Context: an optimization exercise on an open-source flow, tuned for small area, a short achievable clock period and few clock cycles per item. The choices shown serve that exercise and are no tape-out recipe.
Function was checked by simulation only, so behaviour that the tests miss may differ from the original.
No activity file was given, so power comes from the tool's default toggle rates.

==> design.v <==
module cc_crc8_chunk (
  input  wire [7:0]  ci,
  input  wire [63:0] w,
  output wire [7:0]  co
);
  wire [63:0] x = {w[63:8], w[7:0] ^ ci};
  assign co[0] = x[0] ^ x[2] ^ x[4] ^ x[5] ^ x[8] ^ x[10] ^ x[12] ^ x[13] ^ x[15] ^ x[18] ^ x[26] ^ x[27] ^ x[29] ^ x[30] ^ x[31] ^ x[32] ^ x[33] ^ x[36] ^ x[39] ^ x[40] ^ x[41] ^ x[50] ^ x[53] ^ x[55] ^ x[56] ^ x[60] ^ x[61] ^ x[62];
  assign co[1] = x[0] ^ x[1] ^ x[3] ^ x[5] ^ x[6] ^ x[9] ^ x[11] ^ x[13] ^ x[14] ^ x[16] ^ x[19] ^ x[24] ^ x[27] ^ x[28] ^ x[30] ^ x[31] ^ x[33] ^ x[34] ^ x[37] ^ x[40] ^ x[41] ^ x[42] ^ x[51] ^ x[54] ^ x[57] ^ x[61] ^ x[62] ^ x[63];
  assign co[2] = x[0] ^ x[1] ^ x[5] ^ x[6] ^ x[7] ^ x[8] ^ x[13] ^ x[14] ^ x[16] ^ x[17] ^ x[18] ^ x[20] ^ x[25] ^ x[26] ^ x[27] ^ x[28] ^ x[30] ^ x[32] ^ x[33] ^ x[34] ^ x[35] ^ x[36] ^ x[38] ^ x[39] ^ x[40] ^ x[42] ^ x[43] ^ x[48] ^ x[50] ^ x[52] ^ x[53] ^ x[56] ^ x[58] ^ x[60] ^ x[61] ^ x[63];
  assign co[3] = x[0] ^ x[1] ^ x[4] ^ x[5] ^ x[6] ^ x[7] ^ x[8] ^ x[9] ^ x[10] ^ x[12] ^ x[13] ^ x[14] ^ x[17] ^ x[19] ^ x[21] ^ x[24] ^ x[28] ^ x[30] ^ x[32] ^ x[34] ^ x[35] ^ x[37] ^ x[40] ^ x[43] ^ x[44] ^ x[48] ^ x[49] ^ x[50] ^ x[51] ^ x[54] ^ x[55] ^ x[56] ^ x[57] ^ x[59] ^ x[60];
  assign co[4] = x[0] ^ x[1] ^ x[4] ^ x[6] ^ x[7] ^ x[8] ^ x[9] ^ x[11] ^ x[12] ^ x[14] ^ x[20] ^ x[22] ^ x[25] ^ x[26] ^ x[27] ^ x[30] ^ x[32] ^ x[35] ^ x[38] ^ x[39] ^ x[44] ^ x[45] ^ x[49] ^ x[51] ^ x[52] ^ x[53] ^ x[56] ^ x[57] ^ x[58] ^ x[62];
  assign co[5] = x[1] ^ x[2] ^ x[5] ^ x[7] ^ x[9] ^ x[10] ^ x[12] ^ x[13] ^ x[15] ^ x[21] ^ x[23] ^ x[24] ^ x[26] ^ x[27] ^ x[28] ^ x[31] ^ x[33] ^ x[36] ^ x[39] ^ x[45] ^ x[46] ^ x[50] ^ x[52] ^ x[53] ^ x[54] ^ x[57] ^ x[58] ^ x[59] ^ x[63];
  assign co[6] = x[0] ^ x[2] ^ x[3] ^ x[6] ^ x[8] ^ x[10] ^ x[11] ^ x[13] ^ x[14] ^ x[16] ^ x[22] ^ x[24] ^ x[25] ^ x[27] ^ x[28] ^ x[29] ^ x[34] ^ x[37] ^ x[46] ^ x[47] ^ x[48] ^ x[51] ^ x[53] ^ x[54] ^ x[55] ^ x[58] ^ x[59] ^ x[60];
  assign co[7] = x[1] ^ x[3] ^ x[4] ^ x[7] ^ x[9] ^ x[11] ^ x[12] ^ x[14] ^ x[15] ^ x[17] ^ x[23] ^ x[25] ^ x[26] ^ x[28] ^ x[29] ^ x[30] ^ x[32] ^ x[35] ^ x[38] ^ x[40] ^ x[47] ^ x[49] ^ x[52] ^ x[54] ^ x[55] ^ x[59] ^ x[60] ^ x[61];
endmodule
module cc_crc8_pre (
  input  wire [2:0] m,
  output reg  [7:0] v
);
  always @(*) begin
    case (m)
      3'd0: v = 8'hFF;
      3'd1: v = 8'h7E;
      3'd2: v = 8'h73;
      3'd3: v = 8'hAA;
      3'd4: v = 8'h54;
      3'd5: v = 8'hA9;
      3'd6: v = 8'hCC;
      3'd7: v = 8'h93;
    endcase
  end
endmodule
module cc_xcrc (
  input  wire [1:0]  t,
  input  wire [3:0]  seq,
  input  wire [63:0] w,
  output reg  [7:0]  r
);
  wire [7:0] l0;
  assign l0[0] = w[17] ^ w[18] ^ w[19] ^ w[21] ^ w[22] ^ w[26] ^ w[28] ^ w[29] ^ w[30] ^ w[32] ^ w[33] ^ w[35] ^ w[36] ^ w[37] ^ w[38] ^ w[40] ^ w[41] ^ w[43] ^ w[46] ^ w[47] ^ w[53] ^ w[54] ^ w[55] ^ w[56] ^ w[57] ^ w[58] ^ w[59] ^ w[60] ^ w[63];
  assign l0[1] = w[17] ^ w[20] ^ w[21] ^ w[23] ^ w[26] ^ w[27] ^ w[28] ^ w[31] ^ w[34] ^ w[35] ^ w[39] ^ w[42] ^ w[43] ^ w[44] ^ w[46] ^ w[48] ^ w[53] ^ w[61] ^ w[63];
  assign l0[2] = w[16] ^ w[17] ^ w[19] ^ w[24] ^ w[26] ^ w[27] ^ w[30] ^ w[32] ^ w[33] ^ w[37] ^ w[38] ^ w[40] ^ w[41] ^ w[44] ^ w[45] ^ w[46] ^ w[48] ^ w[49] ^ w[53] ^ w[55] ^ w[57] ^ w[58] ^ w[59] ^ w[60] ^ w[62] ^ w[63];
  assign l0[3] = w[19] ^ w[20] ^ w[21] ^ w[22] ^ w[25] ^ w[26] ^ w[27] ^ w[29] ^ w[30] ^ w[31] ^ w[32] ^ w[34] ^ w[35] ^ w[36] ^ w[37] ^ w[39] ^ w[42] ^ w[43] ^ w[45] ^ w[48] ^ w[49] ^ w[50] ^ w[53] ^ w[55] ^ w[56] ^ w[57] ^ w[61];
  assign l0[4] = w[16] ^ w[20] ^ w[21] ^ w[22] ^ w[23] ^ w[24] ^ w[26] ^ w[27] ^ w[28] ^ w[30] ^ w[31] ^ w[33] ^ w[35] ^ w[36] ^ w[37] ^ w[38] ^ w[40] ^ w[43] ^ w[44] ^ w[46] ^ w[49] ^ w[50] ^ w[51] ^ w[54] ^ w[57] ^ w[58] ^ w[62];
  assign l0[5] = w[16] ^ w[18] ^ w[19] ^ w[23] ^ w[25] ^ w[26] ^ w[27] ^ w[30] ^ w[31] ^ w[32] ^ w[33] ^ w[34] ^ w[35] ^ w[39] ^ w[40] ^ w[43] ^ w[44] ^ w[45] ^ w[46] ^ w[50] ^ w[51] ^ w[52] ^ w[53] ^ w[54] ^ w[56] ^ w[57] ^ w[60];
  assign l0[6] = w[16] ^ w[17] ^ w[19] ^ w[20] ^ w[24] ^ w[26] ^ w[27] ^ w[28] ^ w[31] ^ w[33] ^ w[34] ^ w[35] ^ w[36] ^ w[41] ^ w[44] ^ w[45] ^ w[46] ^ w[47] ^ w[51] ^ w[52] ^ w[53] ^ w[54] ^ w[55] ^ w[56] ^ w[57] ^ w[58] ^ w[61];
  assign l0[7] = w[16] ^ w[17] ^ w[18] ^ w[20] ^ w[21] ^ w[25] ^ w[27] ^ w[28] ^ w[29] ^ w[32] ^ w[34] ^ w[35] ^ w[36] ^ w[37] ^ w[40] ^ w[42] ^ w[45] ^ w[46] ^ w[47] ^ w[52] ^ w[53] ^ w[54] ^ w[55] ^ w[56] ^ w[57] ^ w[58] ^ w[59] ^ w[62];
  wire [7:0] l1;
  assign l1[0] = w[13] ^ w[14] ^ w[15] ^ w[16] ^ w[17] ^ w[18] ^ w[19] ^ w[20] ^ w[23] ^ w[24] ^ w[25] ^ w[27] ^ w[30] ^ w[31];
  assign l1[1] = w[8] ^ w[13] ^ w[21] ^ w[23] ^ w[26] ^ w[27] ^ w[28] ^ w[30];
  assign l1[2] = w[8] ^ w[9] ^ w[13] ^ w[15] ^ w[17] ^ w[18] ^ w[19] ^ w[20] ^ w[22] ^ w[23] ^ w[24] ^ w[25] ^ w[28] ^ w[29] ^ w[30];
  assign l1[3] = w[8] ^ w[9] ^ w[10] ^ w[13] ^ w[15] ^ w[16] ^ w[17] ^ w[21] ^ w[26] ^ w[27] ^ w[29];
  assign l1[4] = w[9] ^ w[10] ^ w[11] ^ w[14] ^ w[17] ^ w[18] ^ w[22] ^ w[24] ^ w[27] ^ w[28] ^ w[30];
  assign l1[5] = w[10] ^ w[11] ^ w[12] ^ w[13] ^ w[14] ^ w[16] ^ w[17] ^ w[20] ^ w[24] ^ w[27] ^ w[28] ^ w[29] ^ w[30];
  assign l1[6] = w[11] ^ w[12] ^ w[13] ^ w[14] ^ w[15] ^ w[16] ^ w[17] ^ w[18] ^ w[21] ^ w[25] ^ w[28] ^ w[29] ^ w[30] ^ w[31];
  assign l1[7] = w[12] ^ w[13] ^ w[14] ^ w[15] ^ w[16] ^ w[17] ^ w[18] ^ w[19] ^ w[22] ^ w[24] ^ w[26] ^ w[29] ^ w[30] ^ w[31];
  wire [7:0] l2;
  assign l2[0] = 1'b0;
  assign l2[1] = 1'b0;
  assign l2[2] = 1'b0;
  assign l2[3] = 1'b0;
  assign l2[4] = 1'b0;
  assign l2[5] = 1'b0;
  assign l2[6] = 1'b0;
  assign l2[7] = 1'b0;
  reg [7:0] k;
  always @(*) begin
    case ({t, seq})
      6'd0: k = 8'hD0;
      6'd1: k = 8'h9F;
      6'd2: k = 8'hF1;
      6'd3: k = 8'hF3;
      6'd4: k = 8'h8E;
      6'd5: k = 8'h3D;
      6'd6: k = 8'h31;
      6'd7: k = 8'hAD;
      6'd8: k = 8'hD7;
      6'd9: k = 8'h64;
      6'd10: k = 8'hD5;
      6'd11: k = 8'h42;
      6'd12: k = 8'hE2;
      6'd13: k = 8'hDD;
      6'd14: k = 8'hF8;
      6'd15: k = 8'hBF;
      6'd16: k = 8'h39;
      6'd17: k = 8'h94;
      6'd18: k = 8'h4C;
      6'd19: k = 8'hE1;
      6'd20: k = 8'hD3;
      6'd21: k = 8'h7E;
      6'd22: k = 8'hA6;
      6'd23: k = 8'h0B;
      6'd24: k = 8'hC2;
      6'd25: k = 8'h6F;
      6'd26: k = 8'hB7;
      6'd27: k = 8'h1A;
      6'd28: k = 8'h28;
      6'd29: k = 8'h85;
      6'd30: k = 8'h5D;
      6'd31: k = 8'hF0;
      6'd32: k = 8'h0D;
      6'd33: k = 8'h26;
      6'd34: k = 8'h19;
      6'd35: k = 8'h7F;
      6'd36: k = 8'hEC;
      6'd37: k = 8'h3B;
      6'd38: k = 8'h66;
      6'd39: k = 8'h9E;
      6'd40: k = 8'hDE;
      6'd41: k = 8'h09;
      6'd42: k = 8'hE9;
      6'd43: k = 8'h1A;
      6'd44: k = 8'h54;
      6'd45: k = 8'h0F;
      6'd46: k = 8'h7B;
      6'd47: k = 8'h58;
      default: k = 8'h00;
    endcase
    case (t)
      2'd0: r = k ^ l0;
      2'd1: r = k ^ l1;
      default: r = k ^ l2;
    endcase
  end
endmodule
module cc_andor16 (
  input  wire [1023:0] d,
  input  wire [15:0]   s,
  output wire [63:0]   y
);
  reg [63:0] t;
  integer k;
  always @(*) begin
    t = 64'd0;
    for (k = 0; k < 16; k = k + 1) t = t | ({64{s[k]}} & d[64*k +: 64]);
  end
  assign y = t;
endmodule
module carcluster_crc (
  input  wire        clk,
  input  wire        rst,         
  input  wire        cmd_valid,
  output wire        cmd_ready,
  input  wire [63:0] cmd,
  output wire [7:0]  res,
  output wire [3:0]  seq,
  output wire        tabv,
  output wire [7:0]  fault,
  output wire [63:0] fcmd
);
  localparam [7:0] OP_BUILD  = 8'h01, OP_CRC8 = 8'h02, OP_XCRC = 8'h03,
                   OP_SEQADV = 8'h04, OP_PACK = 8'h05, OP_XSUM = 8'h06,
                   OP_CNXT   = 8'h07, OP_WRB  = 8'h08, OP_RDB  = 8'h09,
                   OP_STRES  = 8'h0A;
  localparam [2:0] F_ILLEGAL = 3'd1, F_BADOP = 3'd2, F_BADFT = 3'd3,
                   F_NOTAB   = 3'd4, F_RANGE = 3'd5;
  reg [2047:0] mem;           
  wire [2047:0] mem_nx;       
  reg        busy;            
  reg [63:0] cw;              
  reg        halt_r;          
  reg        g_wr;            
  reg        g_rdb;           
  reg [7:0]  rdq;
  reg        f_pack, f_stres;
  reg [7:0]  w_lo;            
  reg [5:0]  w_rot;           
  reg [6:0]  w_end;           
  reg [2:0]  col_q;           
  reg [7:0]  res_r;
  reg [3:0]  seq_r;
  reg        tabv_r;
  reg [2:0]  fault_r;
  reg [63:0] erow_q, orow_q;  
  reg        par_q;           
  reg        b_ok;            
  reg [15:0] es_b, os_b;      
  reg        rb0;             
  reg [4:0]  cnt;             
  reg        first;           
  reg [2:0]  mlead;           
  reg [7:0]  acc;             
  reg [1:0]  kind;            
  wire       wen  = g_wr;
  assign res   = g_rdb ? rdq : res_r;
  assign seq   = seq_r;
  assign tabv  = tabv_r;
  assign fault = {5'd0, fault_r};
  assign fcmd  = halt_r ? cw : 64'd0;
  assign cmd_ready = ~busy;
  wire [7:0]  i_op  = cmd[63:56];
  wire [7:0]  i_a   = cmd[55:48];
  wire [7:0]  i_b   = cmd[47:40];
  wire [7:0]  i_c   = cmd[39:32];
  wire [31:0] i_imm = cmd[31:0];
  wire take = cmd_valid & ~busy & ~halt_r;
  reg legal;
  always @(*) begin
    case (i_op)
      OP_BUILD, OP_SEQADV:       legal = (cmd[55:0] == 56'd0);
      OP_CRC8:                   legal = (i_imm == 32'd0);
      OP_XCRC, OP_XSUM, OP_CNXT: legal = (i_c == 8'd0) && (i_imm == 32'd0);
      OP_PACK:                   legal = 1'b1;
      OP_WRB:                    legal = (i_b == 8'd0) && (i_imm == 32'd0);
      OP_RDB, OP_STRES:          legal = (i_b == 8'd0) && (i_c == 8'd0) && (i_imm == 32'd0);
      default:                   legal = 1'b0;
    endcase
  end
  wire       i_pack  = (i_op == OP_PACK);
  wire       i_xcrc  = (i_op == OP_XCRC);
  wire       i_crc   = (i_op == OP_CRC8);
  wire       i_cx    = i_crc || (i_op == OP_XSUM);
  wire [8:0] i_wlo9  = {1'b0, i_a} + {4'd0, i_b[7:3]};            
  wire [5:0] i_pkt   = {3'd0, i_b[2:0]} + i_c[5:0];               
  wire       i_pk1   = (i_pkt >= 6'd9);                           
  wire       i_pk2   = (i_pkt >= 6'd17);
  wire       i_pk3   = (i_pkt >= 6'd25);
  wire       i_pk4   = (i_pkt >= 6'd33);
  wire       i_pkr   = i_wlo9[8] ||
                       (i_wlo9[7:0] == 8'd255 && i_pk1) || (i_wlo9[7:0] == 8'd254 && i_pk2) ||
                       (i_wlo9[7:0] == 8'd253 && i_pk3) || (i_wlo9[7:0] == 8'd252 && i_pk4);
  wire       c_ill   = ~legal;
  wire       c_bad   = i_pack && (i_c == 8'd0 || i_c > 8'd32);
  wire       c_ft    = i_xcrc && (i_b >= 8'd3);
  wire       c_nt    = i_crc && !tabv_r;
  wire       c_rng   = (i_cx && ({1'b0, i_a} + {1'b0, i_b}) > 9'd256) ||
                       (i_xcrc && ((i_b[1:0] == 2'd0) ? (i_a > 8'd248) :
                                   (i_b[1:0] == 2'd1) ? (i_a > 8'd252) : 1'b0)) ||
                       (i_pack && i_pkr);
  wire       i_ok    = ~(c_ill | c_bad | c_ft | c_nt | c_rng);
  wire [2:0] i_fc    = c_ill ? F_ILLEGAL : c_bad ? F_BADOP : c_ft ? F_BADFT :
                       c_nt  ? F_NOTAB   : c_rng ? F_RANGE : 3'd0;
  wire       t_ok    = take & i_ok;
  wire       z_b     = (i_b == 8'd0);
  wire       z_c     = (i_c == 8'd0);
  wire       z_imm   = (i_imm == 32'd0);
  wire       z_a     = (i_a == 8'd0);
  wire       t_seq   = take & (i_op == OP_SEQADV) & z_a & z_b & z_c & z_imm;
  wire       t_build = take & (i_op == OP_BUILD)  & z_a & z_b & z_c & z_imm;
  wire       t_rdb   = take & (i_op == OP_RDB)    & z_b & z_c & z_imm;
  wire       t_cnxt  = take & (i_op == OP_CNXT)   & z_c & z_imm;
  wire       t_crc0  = take & (i_op == OP_CRC8)   & z_b & z_imm & tabv_r;
  wire       t_xsum0 = take & (i_op == OP_XSUM)   & z_b & z_c & z_imm;
  wire       i_bz    = (i_b == 8'd0);
  wire       i_multi = i_xcrc || ((i_op == OP_CRC8 || i_op == OP_XSUM) && !i_bz);
  wire [8:0] cn_next = {1'b0, i_a} + 9'd1;
  wire [8:0] cn_mod  = i_bz ? 9'd256 : {1'b0, i_b};
  wire [7:0] cn_res  = (cn_next >= cn_mod) ? 8'd0 : cn_next[7:0];
  wire [7:0] i_ws    = i_pack ? i_b : 8'd0;
  wire [5:0] i_ww    = i_pack ? i_c[5:0] : 6'd8;
  wire [7:0] i_wlo   = i_pack ? i_wlo9[7:0] : i_a;
  wire [5:0] i_wrot  = {i_a[2:0] + i_ws[5:3], i_ws[2:0]};
  wire [2:0] i_m     = i_cx ? 3'd0 - i_b[2:0] : 3'd0;
  wire [3:0] i_ab3   = {1'b0, i_a[2:0]} + {1'b0, i_b[2:0]};
  wire       i_brw   = i_cx & (i_b[2:0] != 3'd0) & ~i_ab3[3];
  wire [3:0] i_wst   = {i_a[3] ^ i_brw, i_cx ? i_ab3[2:0] : i_a[2:0]};
  wire [7:0]  c_a = cw[55:48];
  wire [7:0]  c_b = cw[47:40];
  wire [7:0]  c_c = cw[39:32];
  wire [31:0] wval = f_pack ? cw[31:0] : {24'd0, f_stres ? res_r : c_c};
  wire [7:0]  wlo  = w_lo;
  wire [4:0]  wr0  = wlo[7:3];
  wire [4:0]  wr1  = wr0 + 5'd1;
  wire [5:0]  wrot = w_rot;
  wire [6:0]  wend = w_end;
  wire [63:0] wrot32 = {2{(wval << wrot[4:0]) | (wval >> (6'd32 - {1'b0, wrot[4:0]}))}};
  reg [63:0] wmask;
  integer j;
  always @(*) begin
    for (j = 0; j < 64; j = j + 1)
      wmask[j] = wend[6] ? ((j >= wrot) || (j < wend[5:0]))
                         : ((j >= wrot) && (j < wend[5:0]));
  end
  reg [39:0] colrow;
  reg [63:0] we_even, we_odd;
  integer c;
  always @(*) begin
    for (c = 0; c < 8; c = c + 1) begin
      colrow[5*c +: 5] = (c >= wlo[2:0]) ? wr0 : wr1;
      we_even[8*c +: 8] = (wen & ~colrow[5*c]) ? wmask[8*c +: 8] : 8'd0;
      we_odd[8*c +: 8]  = (wen &  colrow[5*c]) ? wmask[8*c +: 8] : 8'd0;
    end
  end
  wire [15:0] we_es = 16'd1 << wr1[4:1];
  wire [15:0] we_os = 16'd1 << wr0[4:1];
  genvar gr, gb;
  generate
    for (gr = 0; gr < 32; gr = gr + 1) begin : g_row
      wire rh = (gr % 2 == 0) ? we_es[gr / 2] : we_os[gr / 2];
      wire [63:0] we = (gr % 2 == 0) ? we_even : we_odd;
      wire [63:0] w1 = we & wrot32;      
      wire [63:0] w0 = we & ~wrot32;     
      for (gb = 0; gb < 64; gb = gb + 1) begin : g_bit
        assign mem_nx[64*gr + gb] = (rh & w1[gb]) | (mem[64*gr + gb] & ~(rh & w0[gb]));
        always @(posedge clk)
          mem[64*gr + gb] <= mem_nx[64*gr + gb];
      end
    end
  endgenerate
  wire [4:0]  i_r  = i_a[7:3];
  wire [15:0] i_d  = 16'd1 << i_r[4:1];
  wire [15:0] i_dr = {i_d[14:0], i_d[15]};
  wire [15:0] i_es = i_r[0] ? i_dr : i_d;
  wire [15:0] es   = busy ? es_b : i_es;
  wire [15:0] os   = busy ? os_b : i_d;
  wire        par  = busy ? rb0 : i_wst[3];
  reg [1023:0] ebank, obank;
  integer k;
  always @(*) begin
    for (k = 0; k < 16; k = k + 1) begin
      ebank[64*k +: 64] = mem_nx[128*k +: 64];
      obank[64*k +: 64] = mem_nx[128*k + 64 +: 64];
    end
  end
  wire [63:0] erow, orow;
  cc_andor16 u_ebank (.d(ebank), .s(es), .y(erow));
  cc_andor16 u_obank (.d(obank), .s(os), .y(orow));
  wire [127:0] i_rows  = {orow, erow};
  wire [7:0]   rdb_val = i_rows[{i_r[0], i_a[2:0], 3'b000} +: 8];    
  wire [127:0] pair = par_q ? {erow_q, orow_q} : {orow_q, erow_q};
  wire [63:0]  win  = pair[{col_q, 3'b000} +: 64];
  reg  [63:0]  winm;
  always @(*) begin
    for (k = 0; k < 8; k = k + 1)
      winm[8*k +: 8] = (first && k < mlead) ? 8'd0 : win[8*k +: 8];
  end
  wire [7:0] pre;
  cc_crc8_pre u_pre (.m(mlead), .v(pre));
  wire [7:0] crc_out;
  cc_crc8_chunk u_crc (.ci(first ? pre : acc), .w(winm), .co(crc_out));
  wire [7:0] xs_out = (first ? 8'd0 : acc) ^ winm[7:0] ^ winm[15:8] ^ winm[23:16] ^
                      winm[31:24] ^ winm[39:32] ^ winm[47:40] ^ winm[55:48] ^ winm[63:56];
  wire [7:0] xc_out;
  cc_xcrc u_xcrc (.t(cw[41:40]), .seq(seq_r), .w(win), .r(xc_out));
  wire [7:0] busy_res = (kind == 2'd0) ? (crc_out ^ c_c) :
                        (kind == 2'd1) ? xs_out : xc_out;
  wire       busy_end = (cnt == 5'd0) | ~b_ok;
  wire [7:0] res_oth = (busy & busy_end & b_ok) ? busy_res :
                       t_cnxt                   ? cn_res :
                       t_crc0                   ? ~i_c :
                       t_xsum0                  ? 8'd0 : res;
  always @(posedge clk) begin
    rdq     <= rdb_val;
    erow_q  <= erow;
    orow_q  <= orow;
    par_q   <= par;
    f_pack  <= i_pack;
    w_lo    <= i_wlo;
    w_rot   <= i_wrot;
    w_end   <= {1'b0, i_wrot} + {1'b0, i_ww};
    f_stres <= (i_op == OP_STRES);
    if (take)
      cw <= cmd;
    if (rst) begin
      busy    <= 1'b0;
      halt_r  <= 1'b0;
      g_rdb   <= 1'b0;
      g_wr    <= 1'b0;
      res_r   <= 8'd0;
      seq_r   <= 4'd0;
      tabv_r  <= 1'b0;
      fault_r <= 3'd0;
    end else begin
      if (t_seq)
        seq_r <= seq_r + 4'd1;
      if (t_build)
        tabv_r <= 1'b1;
      if (take & ~i_ok) begin
        fault_r <= i_fc;
        halt_r  <= 1'b1;
      end
      res_r   <= res_oth;
      g_rdb   <= t_rdb;
      g_wr    <= t_ok & ((i_op == OP_WRB) || (i_op == OP_STRES) || i_pack);
      if (take & i_multi)
        busy <= 1'b1;
      else if (busy_end)
        busy <= 1'b0;
    end
    if (!busy) begin
      b_ok   <= i_ok;
      col_q  <= i_wst[2:0];
      es_b   <= i_brw ? i_es : i_dr;
      os_b   <= (i_brw | ~i_r[0]) ? i_d : i_dr;
      rb0    <= i_brw ? i_r[0] : ~i_r[0];
      cnt    <= i_xcrc ? 5'd0 : (i_b - 8'd1) >> 3;
      first  <= 1'b1;
      mlead  <= i_m;
      kind   <= (i_op == OP_CRC8) ? 2'd0 : (i_op == OP_XSUM) ? 2'd1 : 2'd2;
    end else begin
      first <= 1'b0;
      acc   <= (kind == 2'd0) ? crc_out : xs_out;
      cnt   <= cnt - 5'd1;
      rb0   <= ~rb0;
      if (rb0) os_b <= {os_b[14:0], os_b[15]};
      else     es_b <= {es_b[14:0], es_b[15]};
    end
  end
endmodule
==> flow/run.sh <==
#!/bin/bash
set -euo pipefail
MARGIN=7.5
bash standard.sh SETUP_SLACK_MARGIN=$MARGIN finish > standard.log 2>&1
==> standard.sh <==
#!/bin/bash
# synth_recipe.tcl (not shown) runs the flow's synth.tcl, then flattens the netlist and writes it again
# the make line also repeats each setting of config.mk as NAME=value (left out here)
make -C /OpenROAD-flow-scripts/flow DESIGN_CONFIG=/design/flow/config.mk WORK_HOME=/design/flow/orfs CLKGATE_MAP_FILE= SYNTH_SCRIPT=/design/flow/synth_recipe.tcl "${@:-finish}"
==> config.mk <==
export PLATFORM = sky130hd
export DESIGN_NAME = carcluster_crc
export DESIGN_NICKNAME = carcluster_crc
export VERILOG_FILES = /design/flow/design.v
export SDC_FILE = /design/flow/constraint.sdc
export NUM_CORES = 4
export LEC_CHECK = 0
export ABC_CLOCK_PERIOD_IN_PS = 4000
export CAP_MARGIN = 20
export CORE_MARGIN = 2
export CORE_UTILIZATION = 50
export CTS_CLUSTER_DIAMETER = 80
export CTS_CLUSTER_SIZE = 24
export SETUP_SLACK_MARGIN = 5
export SLEW_MARGIN = 20
export SYNTH_HIERARCHICAL = 1
==> constraint.sdc <==
create_clock -name core_clock -period 12.0 [get_ports {clk}]
set_input_delay 2.4000 -clock core_clock [delete_from_list [all_inputs] [get_ports {clk}]]
set_output_delay 2.4000 -clock core_clock [all_outputs]
set_load 0.01 [all_outputs]
==> results of run 1 <==
-- worst max-delay path, stage by stage --
cell and delay [ps]:
buf_8 150, buf_16 190, xor2_1 180, nand2_4 150
o21ai_4 220, buf_12 290, a22o_1 310, a221oi_2 180
nand4_1 310, mux4_2 790, mux4_2 520
-- cells in the final DEF, fill, tap and decap left out, drive strengths merged, types with 18 or more instances in the layout --
master	instances
nand3	86
nand2	476
diode	18
nor2b	62
nor4	23
a221oi	526
or2	20
o22ai	25
xnor2	270
edfxtp	113
ha	58
nand2b	59
xor2	73
and2	128
inv	91
xnor3	39
clkinv	26
o211ai	36
clkdlybuf4s50	54
maj3	47
mux4	256
mux2i	140
nor2	1289
a21oi	1780
a31oi	1164
o21ai	407
dfxtp	2235
bufbuf	31
a22o	515
mux2	267
a211oi	27
nand4	139
nor3	45
dlygate4sd2	43
buf	756
o31ai	188
a21o	28
clkdlybuf4s15	30
clkbuf	187
-- power by group through the flow --
stage	logic [mW]	clock network [mW]	registers, mW
after CTS	1.74	5.22	7.89
after detailed placement	1.35	0	8.08
after global routing	1.93	5.50	7.90
after floorplan	0.831	0	8.06
final	1.94	5.22	7.89
after global placement	1.34	0	8.08
-- area by class of cell --
type                            instances  area, um2  area share [%]
Antenna cell                           18       45.0          0.0346
Clock buffer                          155       3640            2.79
Clock inverter                         46        644           0.495
Sequential cell                      2348      48200            37.0
Timing Repair inverter                  1       11.3         0.00865
Inverter                               83        390           0.300
Multi-Input combinational cell       8358      61200            47.0
Timing Repair Buffer                  949      12400            9.49
Tap cell                             2975       3720            2.86
-- flip-flops by register name (all words and copies together) (netlist names), 2 cells and up --
| signal | flops |
|---|---|
| acc | 8 |
| cnt | 5 |
| col_q | 3 |
| cw | 64 |
| erow_q | 64 |
| es_b | 16 |
| fault_r | 3 |
| kind | 2 |
| mem | 2048 |
| mlead | 3 |
| orow_q | 64 |
| os_b | 16 |
| rdq | 8 |
| res_r | 8 |
| seq_r | 4 |
| w_end | 7 |
| w_lo | 8 |
| w_rot | 6 |
-- worst max-delay path by stage --
| stage | end | slack [ps] | cells after the start |
|---|---|---|---|
| 6_report | rdq[7]$_DFF_P_ | 6860 | 11 |
| 5_1_grt | rdq[1]$_DFF_P_ | 6960 | 16 |
| 4_1_cts | rdq[6]$_DFF_P_ | 7090 | 17 |
| 3_5_place_dp | rdq[4]$_DFF_P_ | 4540 | 12 |
| 3_3_place_gp | rdq[4]$_DFF_P_ | 4550 | 12 |
| 2_1_floorplan | fault_r[2]$_SDFFE_PP0P_ | 7120 | 10 |
-- layer usage --
| metal | track usage (%) | part of all wire (%) | vias up |
|---|---|---|---|
| li1 | - | - | 45000 |
| met3 | 14.9 | 14 | 1762 |
| met4 | 25.1 | 7.3 | 30 |
| met5 | 0 | 0.050 | - |
| met1 | 56.8 | 38 | 51000 |
| met2 | 61.1 | 40 | 7619 |
-- repair_timing --
item,in CTS,in global routing
pin swaps,152,101
endpoints found under the setup margin,1204,78
buffers inserted,286,104
gates resized for setup,889,324
cloned,102,24
-- through the flow --
step | utilization (%) | setup slack (ps) | power (mW)
CTS | 57.4 | 7090 | 14.9
global route | 58.7 | 6960 | 15.3
floorplan | - | 7120 | 8.89
global placement | 51.5 | 4550 | 9.42
finish | 58.7 | 6860 | 15.1
detailed placement | 51.6 | 4540 | 9.43
==> summary.txt, run 1 <==
Post-DP HPWL 291 mm; Initial DRC Count 16200; Initial Utilization 50.2%; Synth-to-Final Area Change 16.8%; r2r endpoint rdq[7]$_DFF_P_; worst flop-to-flop path startpoint f_stres$_DFF_P_; CP arrival 5870 ps; clk root buf clkbuf_16; maximum clock frequency 195 MHz; worst min-delay path category flip-flop to flip-flop; Worst Tran Pin Value 1230 ps; post-route clock skew 71.9 ps; Final Setup Violations 0; crit path from cmd[51]; TritonCTS clock tree yes; Hold Crit Start mem[1852]$_DFF_P_; cell internal pwr 10.8 mW; Hold Fails Final Rpt 0; Clock transition at path regs 100 ps; hold endpoint mem[1852]$_DFF_P_; Worst-Skew Late Latency 870 ps; Rel. slew slack 18.2%; Worst setup SP type primary input; first-pass GRT wire length 710 mm; Vias/cell 7.06; Yosys warning total 10; layout cells sized above 1 19.2%; Slew Limit Fails 0; max_cap viols 0; TNS Setup 0 ps; Flop pwr share 52.4%; Final Cell Area 0.130 mm2; VDD IR max 0.000145 V; crit path max fanout 45; H-tree levels 4; R2R setup slack 6950 ps; total CTS buffers 133; fillers 19000; endpoint type of the worst setup path flip-flop; worst r2r path cells 13; vias in the first global route 93500; Comb power frac 12.9%; Fin Hold WS 470 ps; Die Ht 476 um; initial antenna violation count 40; Tmin final 5140 ps; Sw Ratio 28.2%; input/output buffers 147; die area 0.227 mm2; CP Class primary input to flip-flop; outcome complete, no violations; placed cell count 14200; NetSw 4.24 mW; pin count of the biggest net entering global routing 97; CTS Hold Bufs 0; Leakage 46.9 nW; hold path cells 1; pwr dens 116 mW/mm2; ANT nets after route 0; Non-Filler Instances 14900; worst path required time 12730 ps; # rows 173; gpl congestion 1.08; IO Pins 153; wire per inst 35.0 um; DRT Wirelength 523 mm; Clock Path Buffers 3; period utilisation layout 42.8%; RSZ-0062 raised after global routing true; 1st-pass router iterations 10; Area after DPL 0.114 mm2; Die Span X 476 um; clock sink count 2348; Synth Instances 12100; total gr overflow 0; via count 105000; DRC 0; Tot GR Track Use 43.1%; Avg Synthesized Cell Area 9.20 um2; core box area 0.222 mm2; Synth Cell Area 0.111 mm2; clock share of power 34.7%; Nets 12000
Testbench counts, summed over its fixed seeds: cycles 13,640, commands 12,744.
==> inputs of run 2 (changes only) <==
--- a/config.mk
+++ b/config.mk
@@ -10,6 +10,4 @@
 export CORE_MARGIN = 2
 export CORE_UTILIZATION = 50
-export CTS_CLUSTER_DIAMETER = 80
-export CTS_CLUSTER_SIZE = 24
 export SETUP_SLACK_MARGIN = 5
 export SLEW_MARGIN = 20
==> run 2 against run 1 <==
Combinational power is essentially flat. Largest power group is now clock. Critical endpoint is now rdq[1]$_DFF_P_. Core utilization up 1.9 points. Cell area grew 3.2%. Global-route usage rose by 0.39 points.
==> summary.txt, run 2 <==
Tot GR Track Use 43.5% (+0.39 points); Sw Ratio 26.6% (-1.6 points); most common cell after layout, fill and taps aside dfxtp_1; initial antenna violation count 36 (-10%); Flop pwr share 44.5% (-7.9 points); Slew Limit Fails 0 (unchanged); gpl congestion 1.08 (unchanged); endpoint type of the worst setup path flip-flop; NetSw 4.73 mW (+11%); TNS Setup 0 ps (unchanged); max_cap viols 0 (unchanged); CP arrival 5830 ps (-40 ps); hold path cells 1 (unchanged); post-route clock skew 95.8 ps (+24.0 ps); Post-DP HPWL 291 mm (unchanged); Worst setup SP type flip-flop; VDD IR max 0.000142 V (-2.6%); DRC 0 (unchanged); vias in the first global route 95100 (+1.7%); Final Setup Violations 0 (unchanged); input/output buffers 147 (unchanged); total gr overflow 0 (unchanged); die area 0.227 mm2 (unchanged); cell internal pwr 13.0 mW (+21%); sequential cell area 0.0482 mm2 (about the same); ANT nets after route 0 (unchanged); Worst Tran Pin Value 1140 ps (-82.6 ps); DRT Wirelength 524 mm (+0.24%); Final WS setup 6930 ps (+67.8 ps); Vias/cell 7.00 (-0.83%); Tmin final 5070 ps (-67.8 ps); total CTS buffers 240 (+80%); layout cells sized above 1 20.7% (+1.6 points); clock share of power 44.5% (+9.8 points); Nets 12100 (+0.93%); Hold Fails Final Rpt 0 (unchanged); CP Class flip-flop to flip-flop; Worst-Skew Late Latency 940 ps (+70 ps); r2r endpoint rdq[1]$_DFF_P_; crit path max fanout 11 (-76%); largest reg by FF count mem; Initial DRC Count 16300 (+0.35%); Yosys warning total 10 (unchanged); clk root buf clkbuf_16; pin count of the biggest net entering global routing 97 (unchanged); RSZ-0062 raised after global routing true; Die Ht 476 um (unchanged); wire per inst 34.5 um (-1.5%); fillers 18500 (-2.3%); footprint of the multi-input gates 0.0613 mm2 (+0.17%); TritonCTS clock tree yes; Synth Cell Area 0.111 mm2 (unchanged); outcome complete, no violations; period utilisation layout 42.3% (-0.57 points); worst r2r path cells 15 (+2); R2R setup slack 6930 ps (-20 ps); CTS Hold Bufs 0 (unchanged); Clock Path Buffers 3 (unchanged); commonest non-fill, non-tap cells in the layout 2209 x dfxtp_1, 1730 x a21oi_1, 1194 x nor2_1, 1160 x a31oi_1, 513 x a22o_1; 1st-pass router iterations 9 (-1); worst path required time 12760 ps (+30 ps); worst min-delay path category flip-flop to flip-flop; clock sink count 2348 (unchanged); Die Span X 476 um (unchanged); Hold Crit Start mem[1852]$_DFF_P_; Initial Utilization 50.2% (unchanged); worst flop-to-flop path startpoint f_stres$_DFF_P_; core box area 0.222 mm2 (unchanged); pre-CTS setup slack 4540 ps (unchanged); pwr dens 132 mW/mm2 (+14%); Synth-to-Final Area Change 20.5%; # rows 173 (unchanged); Avg Synthesized Cell Area 9.20 um2 (unchanged); H-tree levels 4 (unchanged); Comb power frac 11.0% (-1.9 points); Leakage 49.0 nW (+4.4%); hold endpoint mem[1852]$_DFF_P_; Rel. slew slack 23.5% (+5.3 points); first-pass GRT wire length 718 mm (+1.0%); Clock transition at path regs 70 ps (-30 ps); maximum clock frequency 197 MHz (+1.3%); Synth Instances 12100 (unchanged); via count 106000 (+0.92%); max reg flops 2048 (unchanged); IO Pins 153 (unchanged)
-- run 2: cell types whose count changed in the layout (fill, tap and decap cells not counted), sizes merged, moves of 2 or more --
| cell | before | now |
|---|---|---|
| inv | 91 | 80 |
| bufbuf | 31 | 39 |
| buf | 756 | 758 |
| dlygate4sd2 | 43 | 41 |
| bufinv | 3 | 19 |
| diode | 18 | 23 |
| clkinv | 26 | 64 |
| clkdlybuf4s15 | 30 | 6 |
| clkinvlp | 10 | 12 |
| clkbuf | 187 | 418 |
| clkdlybuf4s50 | 54 | 52 |
-- run 2: worst max path at each step --
stage,from,end
after global routing,w_rot[0]$_DFF_P_,rdq[1]$_DFF_P_
after detailed placement,cmd[52],rdq[4]$_DFF_P_
after floorplan,cmd[40],fault_r[2]$_SDFFE_PP0P_
final,f_stres$_DFF_P_,rdq[1]$_DFF_P_
after CTS,f_stres$_DFF_P_,rdq[1]$_DFF_P_
after global placement,cmd[52],rdq[4]$_DFF_P_
-- run 2: layout make-up --
class	count	share of cell area, %
antenna	23	0.0429
clock buffer	363	5.31
clock inverter	91	0.921
inverter	83	0.299
multi-input combinational	8359	45.6
sequential	2348	35.9
tap	2975	2.77
timing repair buffer	953	9.11
timing repair inverter	1	0.0121
-- run 2: per-stage QoR --
stage               instances  cell area [um2]  power, mW  utilization [%]  hold slack [ps]
global route            15200           134000       18.1             60.5              484
global placement        14200           114000       9.42             51.5              444
finish                  15200           134000       17.8             60.5              469
floorplan               12100           112000       8.89                -              434
detailed placement      14200           114000       9.43             51.6              451
CTS                     15000           132000       17.6             59.3              465
-- run 2: layer usage --
layer | GRT usage (%) | vias up | wire length [um]
met1 | 57.2 | 51600 | 198000
li1 | - | 45400 | -
met5 | 0 | - | 190
met2 | 61.6 | 7729 | 213000
met4 | 26.0 | 26 | 39100
met3 | 14.8 | 1706 | 74100
-- run 2: critical path, cell delays in order (launching register included) --
cell,delay (ps)
dfxtp_4,440
mux2_4,360
mux4_2,530
a21oi_4,230
mux2_4,210
a21oi_2,60
a311oi_2,340
a31oi_4,60
buf_12,180
buf_16,190
mux2_4,300
a22o_4,250
a221oi_4,240
nand4_1,280
mux4_2,700
mux4_2,500
-- run 2: power by group through the flow --
stage	logic, mW	registers [mW]	clock network [mW]
2_1_floorplan	0.831	8.06	0
3_3_place_gp	1.34	8.08	0
3_5_place_dp	1.35	8.08	0
4_1_cts	1.75	7.90	7.93
5_1_grt	1.95	7.90	8.26
6_report	1.95	7.90	7.91
-- run 2: what timing repair did --
item / 4_1_cts / 5_1_grt
gates resized for setup: 897 / 384
endpoints found under the setup margin: 1209 / 95
setup buffers: 286 / 110
gates cloned: 107 / 18
pin swaps: 147 / 97
==> inputs of run 3 (changes only) <==
==> flow/run.sh (replaced) <==
#!/bin/bash
set -euo pipefail
MARGIN=6.5
bash standard.sh SETUP_SLACK_MARGIN=$MARGIN finish > standard.log 2>&1
--- a/config.mk
+++ b/config.mk
@@ -10,5 +10,8 @@
 export CORE_MARGIN = 2
 export CORE_UTILIZATION = 50
+export CTS_CLUSTER_DIAMETER = 80
+export CTS_CLUSTER_SIZE = 24
 export SETUP_SLACK_MARGIN = 5
 export SLEW_MARGIN = 20
 export SYNTH_HIERARCHICAL = 1
+export TNS_END_PERCENT = 10
==> run 3 against run 2 <==
Non-clock buffer count shrank 446. Core utilization shrank 6.7 points. Worst hold slack gained 3.4 ps. Clock skew shrank 43 ps.
==> summary.txt, run 3 <==
outcome complete, no violations; Sw Ratio 27.5% (+0.87 points); worst r2r path cells 17 (+2); Area after DPL 0.114 mm2 (-0.75%); RSZ-0062 raised after global routing true; largest reg by FF count mem; CP Class primary input to flip-flop; Clock transition at path regs 100 ps (+30 ps); Initial Utilization 50.2% (unchanged); cell internal pwr 10.3 mW (-21%); TritonCTS clock tree yes; gpl congestion 1.01 (-6.0%); IO Pins 153 (unchanged); most common cell after layout, fill and taps aside dfxtp_1; Clock Path Buffers 3 (unchanged); Synth-to-Final Area Change 7.27%; vias in the first global route 89100 (-6.3%); period utilisation layout 47.5% (+5.2 points); DRT Wirelength 467 mm (-11%); clock share of power 34.2% (-10 points); Leakage 41.8 nW (-15%); crit path max fanout 30 (+19); worst path required time 12820 ps (+60 ps); H-tree levels 3 (-1); layout cells sized above 1 11.9% (-8.9 points); commonest non-fill, non-tap cells in the layout 2224 x dfxtp_1, 1753 x a21oi_1, 1206 x nor2_1, 1161 x a31oi_1, 515 x a221oi_1; Worst setup SP type primary input; Synth Cell Area 0.111 mm2 (unchanged); Tot GR Track Use 38.9% (-4.6 points); VDD IR max 0.000147 V (+4.1%); clk root buf clkbuf_16; footprint of the multi-input gates 0.0583 mm2 (-5.0%); Die Span X 476 um (unchanged); # rows 173 (unchanged); TNS Setup 0 ps (unchanged); input/output buffers 147 (unchanged); 1st-pass router iterations 9 (unchanged); CP Cell Sequence clkdlybuf4s50_1 -> buf_8 -> nand4_1 -> o21ai_4 -> buf_4 -> a22o_1 -> a221oi_1 -> nand4_1 -> mux4_2 -> mux4_2; Post-DP HPWL 296 mm (+1.4%); Final Setup Violations 0 (unchanged); max reg flops 2048 (unchanged); Final Cell Area 0.120 mm2 (-11%); wire per inst 32.3 um (-6.3%); total CTS buffers 120 (-50%); CP arrival 6520 ps (+690 ps); via count 99500 (-6.5%); Nets 11500 (-4.7%); Hold Fails Final Rpt 0 (unchanged); sequential cell area 0.0482 mm2 (about the same); pwr dens 119 mW/mm2 (-9.8%); Flop pwr share 55.4% (+11 points); Worst Tran Pin Value 1210 ps (+63.8 ps); global route hottest layer met2; Die Ht 476 um (unchanged); CP max stage cell o21ai_4; Critical Path Max Stage Delay 920 ps (+220 ps); met1 Use GR 52.3% (-4.8 points); first-pass GRT wire length 651 mm (-9.3%); DRC 0 (unchanged); Initial DRC Count 13700 (-16%); maximum clock frequency 176 MHz (-11%); Synth Instances 12100 (unchanged); endpoint type of the worst setup path flip-flop; Comb power frac 10.4% (-0.6 points); ANT nets after route 0 (unchanged); CTS Hold Bufs 0 (unchanged); initial antenna violation count 24 (-33%); Tmin final 5700 ps (+625 ps); Worst-Skew Late Latency 900 ps (-40 ps); GR Layer Usage met2 56.6% (-5.0 points); post-route clock skew 53.2 ps (-42.6 ps); GRT met3 Usage 9.04% (-5.8 points); hold path cells 2 (+1); pin count of the biggest net entering global routing 126 (+30%); NetSw 3.92 mW (-17%); Avg Synthesized Cell Area 9.20 um2 (unchanged); core box area 0.222 mm2 (unchanged); clock sink count 2348 (unchanged); worst min-delay path category flip-flop to flip-flop; die area 0.227 mm2 (unchanged); Slew Limit Fails 0 (unchanged); Vias/cell 6.88 (-1.8%); max_cap viols 0 (unchanged); total gr overflow 0 (unchanged); Yosys warning total 10 (unchanged); Rel. slew slack 19.4% (-4.2 points); fillers 20200 (+8.9%)
## run 3: area by class of cell
| type | count | share of cell area, % |
|---|---|---|
| Antenna cell | 14 | 0.0293 |
| Clock buffer | 134 | 2.64 |
| Clock inverter | 43 | 0.560 |
| Inverter | 83 | 0.268 |
| Multi-Input combinational cell | 8359 | 48.7 |
| Sequential cell | 2348 | 40.3 |
| Tap cell | 2975 | 3.11 |
| Timing Repair Buffer | 507 | 4.36 |
## run 3: worst paths after layout
| path | endpoint | slack (ps) | from |
|---|---|---|---|
| worst min-delay path | mem[922]$_DFF_P_ | 470 | mem[922]$_DFF_P_ |
| worst max-delay path | rdq[5]$_DFF_P_ | 6300 | cmd[53] |
| worst max register to register | rdq[5]$_DFF_P_ | 6370 | w_rot[1]$_DFF_P_ |
| worst min register to register | mem[922]$_DFF_P_ | 470 | mem[922]$_DFF_P_ |
## run 3: metal layers
metal  part of all wire, %  vias up
li1                      -    44000
met1                    40    48400
met2                    42     5971
met3                    11     1055
met4                   7.3       14
met5                 0.027        -
## run 3: critical path: cells and delay by family
| family | cells | cell delay (ps) |
|---|---|---|
| buf+inv | 3 | 1420 |
| mux | 2 | 840 |
| compound gates | 3 | 1220 |
| simple gates | 2 | 570 |
## run 3: power by group through the flow
stage	combinational (mW)	clock [mW]	sequential (mW)
final	1.48	4.88	7.91
after global routing	1.50	5.17	7.91
after CTS	1.41	4.91	7.91
after detailed placement	1.33	0	8.09
after global placement	1.33	0	8.09
after floorplan	0.817	0	8.06
## run 3: through the flow
| step | hold WS (ps) | worst slack (ps) | std cells | power (mW) | utilization, % |
|---|---|---|---|---|---|
| 4_1_cts | 470 | 6370 | 14400 | 14.2 | 53.6 |
| 3_3_place_gp | 443 | 4260 | 14200 | 9.41 | 51.2 |
| 6_report | 472 | 6300 | 14500 | 14.3 | 53.9 |
| 2_1_floorplan | 434 | 6620 | 12100 | 8.88 | - |
| 5_1_grt | 490 | 6320 | 14500 | 14.6 | 53.9 |
| 3_5_place_dp | 454 | 4220 | 14200 | 9.42 | 51.2 |
## run 3: what timing repair did
action | in CTS | in global routing
buffers inserted | 43 | 14
gates cloned | 21 | 6
endpoints found under the setup margin | 141 | 27
resized for setup | 200 | 73
pin swaps | 44 | 21
endpoints found under the hold margin | 0 | 0
==> inputs of run 4 (changes only) <==
==> flow/run.sh (replaced) <==
#!/bin/bash
set -euo pipefail
MARGIN=7.5
bash standard.sh SETUP_SLACK_MARGIN=$MARGIN finish > standard.log 2>&1
==> run 4 against run 3 <==
Total power increased by 4.7%. Critical path depth increased by 3. Final cell count increased by 3.0%. Global-route usage increased by 4.6 points. First-iteration DRC count increased by 16%. Largest cell class unchanged. Worst setup slack improved by 550 ps. Area after synthesis unchanged. Clock power increased by 5.1%. Count of clock-buffer cells in the layout increased by 13. Worst hold slack got worse by 4.1 ps. Maximum frequency increased by 11%. Still clean on timing, DRC and antenna.
==> summary.txt, run 4 <==
outcome complete, no violations; Synth-to-Final Area Change 15.6%; pre-CTS setup slack 4400 ps (+178 ps); 1st-pass router iterations 8 (-1); Clock Path Buffers 3 (unchanged); largest reg by FF count mem; input/output buffers 147 (unchanged); H-tree levels 4 (+1); commonest non-fill, non-tap cells in the layout 2223 x dfxtp_1, 1739 x a21oi_1, 1190 x nor2_1, 1159 x a31oi_1, 510 x a22o_1; Avg Synthesized Cell Area 9.20 um2 (unchanged); clk root buf clkbuf_16; Hold Fails Final Rpt 0 (unchanged); Final Setup Violations 0 (unchanged); wire per inst 35.3 um (+9.4%); gpl congestion 1.04 (+2.6%); ANT nets after route 0 (unchanged); Clock transition at path regs 80 ps (-20 ps); Die Ht 476 um (unchanged); Nets 12000 (+3.6%); period utilisation layout 42.8% (-4.6 points); TritonCTS clock tree yes; CP Class primary input to flip-flop; VDD IR max 0.000135 V (-8.2%); maximum clock frequency 194 MHz (+11%); Synth Cell Area 0.111 mm2 (unchanged); WL met1 203 mm (+8.9%); Final WS setup 6860 ps (+555 ps); # rows 173 (unchanged); DRC 0 (unchanged); Post-DP HPWL 304 mm (+2.7%); uppermost layer routed met5; Synth Instances 12100 (unchanged); DRT Wirelength 527 mm (+13%); vias in the first global route 92800 (+4.2%); worst min-delay path category flip-flop to flip-flop; max reg flops 2048 (unchanged); Worst setup SP type primary input; hold path cells 1 (-1); Hold Crit Start cnt[0]$_DFF_P_; CP arrival 5850 ps (-670 ps); RSZ-0062 raised after global routing true; Initial DRC Count 15800 (+16%); Slew Limit Fails 0 (unchanged); Worst Tran Pin Value 1150 ps (-53.6 ps); layout cells sized above 1 18.2% (+6.4 points); Rel. slew slack 22.2% (+2.8 points); Worst-Skew Late Latency 860 ps (-40 ps); TNS Setup 0 ps (unchanged); core box area 0.222 mm2 (unchanged); endpoint type of the worst setup path flip-flop; via count 105000 (+5.3%); met3 routed WL 73.7 mm (+39%); crit path from cmd[53]; worst r2r path cells 17 (unchanged); total CTS buffers 132 (+10%); die area 0.227 mm2 (unchanged); Tmin final 5140 ps (-555 ps); r2r endpoint rdq[1]$_DFF_P_; fillers 19300 (-4.2%); worst flop-to-flop path startpoint w_rot[4]$_DFF_P_; Initial Utilization 50.2% (unchanged); most common cell after layout, fill and taps aside dfxtp_1; first-pass GRT wire length 713 mm (+9.6%); max_cap viols 0 (unchanged); Leakage 46.2 nW (+11%); pin count of the biggest net entering global routing 67 (-47%); Tot GR Track Use 43.5% (+4.6 points); Yosys warning total 10 (unchanged); IO Pins 153 (unchanged); total gr overflow 0 (unchanged); crit path max fanout 34 (+13%); met2 wire length 213 mm (+9.7%); Vias/cell 7.03 (+2.2%); post-route clock skew 63.1 ps (+9.94 ps); CTS Hold Bufs 0 (unchanged); R2R setup slack 6870 ps (+500 ps); hold endpoint cnt[0]$_DFF_P_; clock sink count 2348 (unchanged); Die Span X 476 um (unchanged); initial antenna violation count 56 (+130%); pwr dens 116 mW/mm2 (-2.8%); worst path required time 12710 ps (-110 ps)
==> run 4: through the flow <==
stage	hold slack [ps]	instance area (um2)	power (mW)	utilization (%)	instances
floorplan	434	112000	8.89	-	12100
global placement	445	114000	9.44	51.6	14200
detailed placement	456	115000	9.45	51.6	14200
CTS	476	128000	14.8	57.5	14800
global route	491	129000	15.2	58.0	14900
finish	468	129000	14.9	58.1	14900
==> run 4: how the worst max path moves through the flow <==
stage	end	depth (start not counted)
finish	rdq[3]$_DFF_P_	13
global route	rdq[1]$_DFF_P_	17
global placement	rdq[6]$_DFF_P_	12
CTS	rdq[4]$_DFF_P_	15
detailed placement	rdq[6]$_DFF_P_	12
floorplan	fault_r[2]$_SDFFE_PP0P_	10
==> run 4: where the power goes <==
part	internal [mW]	switching [mW]
clock	2.25	2.89
combinational	0.604	1.30
sequential	7.87	0.0290
total	10.7	4.22
==> run 4: worst max-delay path, stage by stage <==
cell and delay (ps):
buf_6 120, buf_12 150, nor2b_1 190, nand3_2 160, nand2_1 90, o21ai_2 90, a21oi_4 90, buf_12 210
bufbuf_16 420, a221oi_2 320, nand4_1 370, mux4_2 650, mux4_2 480
==> run 4: cell type report <==
type                    instances  area, um2  area share [%]
clock inverters                46        619           0.481
well taps                    2975       3720            2.89
clock buffers                 147       3490            2.71
multi-input cells            8365      60800            47.2
repair buffers                907      11600            8.97
flip-flops and latches       2348      48200            37.4
repair inverters                1       7.51         0.00583
diodes                         29       72.6          0.0563
inverters                      83        392           0.304
==> run 4: timing repair <==
| action | 4_1_cts | 5_1_grt |
|---|---|---|
| endpoints found under the setup margin | 1893 | 134 |
| pin swaps | 171 | 37 |
| buffers inserted | 282 | 40 |
| gates cloned | 102 | 17 |
| resized for setup | 886 | 144 |
==> run 4: layer usage <==
layer	global-route usage [%]	vias to the layer above
li1	-	44900
met1	57.7	50900
met2	61.5	7354
met3	14.8	1488
met4	24.7	32
met5	0	-
==> inputs of run 5 (changes only) <==
--- a/config.mk
+++ b/config.mk
@@ -7,5 +7,5 @@
 export LEC_CHECK = 0
 export ABC_CLOCK_PERIOD_IN_PS = 4000
-export CAP_MARGIN = 20
+export CAP_MARGIN = 5
 export CORE_MARGIN = 2
 export CORE_UTILIZATION = 50
@@ -13,5 +13,5 @@
 export CTS_CLUSTER_SIZE = 24
 export SETUP_SLACK_MARGIN = 5
-export SLEW_MARGIN = 20
+export SLEW_MARGIN = 5
 export SYNTH_HIERARCHICAL = 1
 export TNS_END_PERCENT = 10
==> run 5 against run 4 <==
Sequential power about the same. Global-route usage up 0.71 points. Area after synthesis did not move. First-iteration DRC count about the same. Sequential share of layout area down 0.48 points. Routed wire length rose by 1.1%. Cell area is 1.3% higher. Critical path type unchanged. Critical endpoint is now rdq[4]$_DFF_P_. Largest power group unchanged.
==> summary.txt, run 5 <==
outcome complete, no violations; Clock Path Buffers 3 (unchanged); CP Class primary input to flip-flop; Clock transition at path regs 90 ps (about the same); TritonCTS clock tree yes; post-route clock skew 62.1 ps (-1.06 ps); Tmin final 5140 ps (+1.52 ps); worst path required time 12720 ps (about the same); Non-Filler Instances 14900 (+0.30%); Die Span X 476 um (unchanged); period utilisation layout 42.9% (about the same); Synth-to-Final Area Change 17.1%; H-tree levels 4 (unchanged); Fin Hold WS 472 ps (+3.63 ps); total gr overflow 0 (unchanged); Vias/cell 7.01 (-0.18%); ANT nets after route 0 (unchanged); clk root buf clkbuf_16; Yosys warning total 10 (unchanged); Synth Instances 12100 (unchanged); Final Setup Violations 0 (unchanged); placed cell count 14200 (-0.014%); sequential cell area 0.0482 mm2 (unchanged); commonest non-fill, non-tap cells in the layout 2223 x dfxtp_1, 1735 x a21oi_1, 1191 x nor2_1, 1154 x a31oi_1, 512 x a22o_1; # rows 173 (unchanged); max_cap viols 0 (unchanged); Slew Limit Fails 0 (unchanged); Initial DRC Count 15800 (-0.082%); RSZ-0062 raised after global routing true; first-pass GRT wire length 723 mm (+1.3%); 1st-pass router iterations 9 (+1); footprint of the multi-input gates 0.0613 mm2 (+0.75%); pin count of the biggest net entering global routing 67 (unchanged); core box area 0.222 mm2 (unchanged); initial antenna violation count 38 (-32%); DRT Wirelength 533 mm (+1.1%); VDD IR max 0.000132 V (-2.3%); crit path max fanout 32 (-5.9%); Initial Utilization 50.2% (unchanged); IO Pins 153 (unchanged); R2R setup slack 6900 ps (+30 ps); CP arrival 5860 ps (about the same); die area 0.227 mm2 (unchanged); maximum clock frequency 194 MHz (about the same); Final Cell Area 0.130 mm2 (+1.3%); Hold Fails Final Rpt 0 (unchanged); clock sink count 2348 (unchanged); layout cells sized above 1 19.1% (+0.91 points); most common cell after layout, fill and taps aside dfxtp_1; total CTS buffers 132 (unchanged); Post-DP HPWL 304 mm (about the same); Worst setup SP type primary input; input/output buffers 147 (unchanged); Leakage 46.9 nW (+1.6%); fillers 19100 (-1.3%); Synth Cell Area 0.111 mm2 (unchanged); wire per inst 35.6 um (+0.83%); Nets 12000 (+0.50%); Worst Tran Pin Value 1060 ps (-98.5 ps); largest reg by FF count mem; worst min-delay path category flip-flop to flip-flop; pwr dens 115 mW/mm2 (-0.45%); max reg flops 2048 (unchanged); DRC 0 (unchanged); Tot GR Track Use 44.2% (+0.71 points); Rel. slew slack 27.6% (+5.4 points); vias in the first global route 93500 (+0.75%); endpoint type of the worst setup path flip-flop; Worst-Skew Late Latency 890 ps (+30 ps); TNS Setup 0 ps (unchanged); Avg Synthesized Cell Area 9.20 um2 (unchanged); gpl congestion 1.04 (unchanged); Die Ht 476 um (unchanged); Area after DPL 0.114 mm2 (about the same); via count 105000 (+0.12%)
## run 5: worst max-delay path, cell delays in order
cell and delay (ps):
buf_12 100, buf_12 140, clkinvlp_4 180, buf_4 190
nand3_1 240, o21ai_4 80, buf_8 250, buf_16 290
a221oi_2 290, nand4_1 340, mux4_2 700, mux4_2 500
## run 5: what timing repair did
action,4_1_cts,5_1_grt
resized for setup,953,208
pin swaps,171,74
endpoints found under the setup margin,2070,131
cloned,117,20
hold buffers,0,0
setup buffers,307,59
## run 5: cell type report
type / instances / area share, %
repair buffers: 964 / 9.75
flip-flops and latches: 2348 / 36.9
well taps: 2975 / 2.85
multi-input cells: 8367 / 46.9
clock inverters: 47 / 0.530
repair inverters: 2 / 0.0144
inverters: 83 / 0.303
diodes: 16 / 0.0307
clock buffers: 144 / 2.66
## run 5: worst paths after layout
path	from	to	depth (start not counted)
max reg2reg	f_stres$_DFF_P_	rdq[7]$_DFF_P_	14
max	cmd[55]	rdq[4]$_DFF_P_	12
min reg2reg	cnt[0]$_DFF_P_	cnt[0]$_DFF_P_	1
min	cnt[0]$_DFF_P_	cnt[0]$_DFF_P_	1
## run 5: where the power goes
| part | internal (mW) | switching (mW) | total [mW] |
|---|---|---|---|
| clock | 2.28 | 2.91 | 5.19 |
| combinational | 0.642 | 1.34 | 1.98 |
| sequential | 7.87 | 0.0280 | 7.90 |
| total | 10.8 | 4.28 | 15.1 |
## run 5: routing by layer
metal  wire length [um]  vias to the layer above  global-route usage (%)
met5                116                        -                       0
met4              40800                       20                    27.3
met3              75200                     1574                    15.0
met2             214000                     7329                    62.0
met1             202000                    50900                    58.2
li1                   -                    45000                       -
## run 5: through the flow
stage	util, %	setup WS (ps)	total power [mW]
2_1_floorplan	-	7120	8.89
4_1_cts	58.0	7080	14.9
5_1_grt	58.8	6940	15.4
3_5_place_dp	51.6	4400	9.44
3_3_place_gp	51.6	4410	9.44
6_report	58.8	6860	15.1

-- port drivers added, routing unchanged --
No port has a modelled driver above. Below, the same layouts with a new extraction and two added sets of constraints. Step 1: set_driving_cell puts a clkbuf_16 on clk and a buf_2 on each other input, an assumption about the parent block. Step 2, shift: input delay + t, output delay - t, t = (earliest + latest rising clock arrival at the registers) / 2. This alone moves slack from input paths to output paths. Slacks: no drivers / after step 1 / after step 2; pairs: no drivers / after step 1.
| run | shift t [ns] | setup slack, ns | hold slack, ns |
|---|---|---|---|
| run 1 | 0.934 | 6.861 / 6.904 / 5.970 | 0.470 / 0.470 / 0.470 |
| run 2 | 0.986 | 6.929 / 6.929 / 5.972 | 0.469 / 0.469 / 0.469 |
| run 3 | 0.957 | 6.304 / 6.355 / 5.398 | 0.472 / 0.472 / 0.472 |
| run 4 | 0.922 | 6.858 / 6.872 / 5.976 | 0.468 / 0.468 / 0.468 |
| run 5 | 0.950 | 6.857 / 6.883 / 5.933 | 0.472 / 0.472 / 0.472 |
After both steps every run listed still meets setup and hold. The setup slack of run 2, which loses most, moves by 0.000 ns with the drivers and by -0.957 ns with both steps.
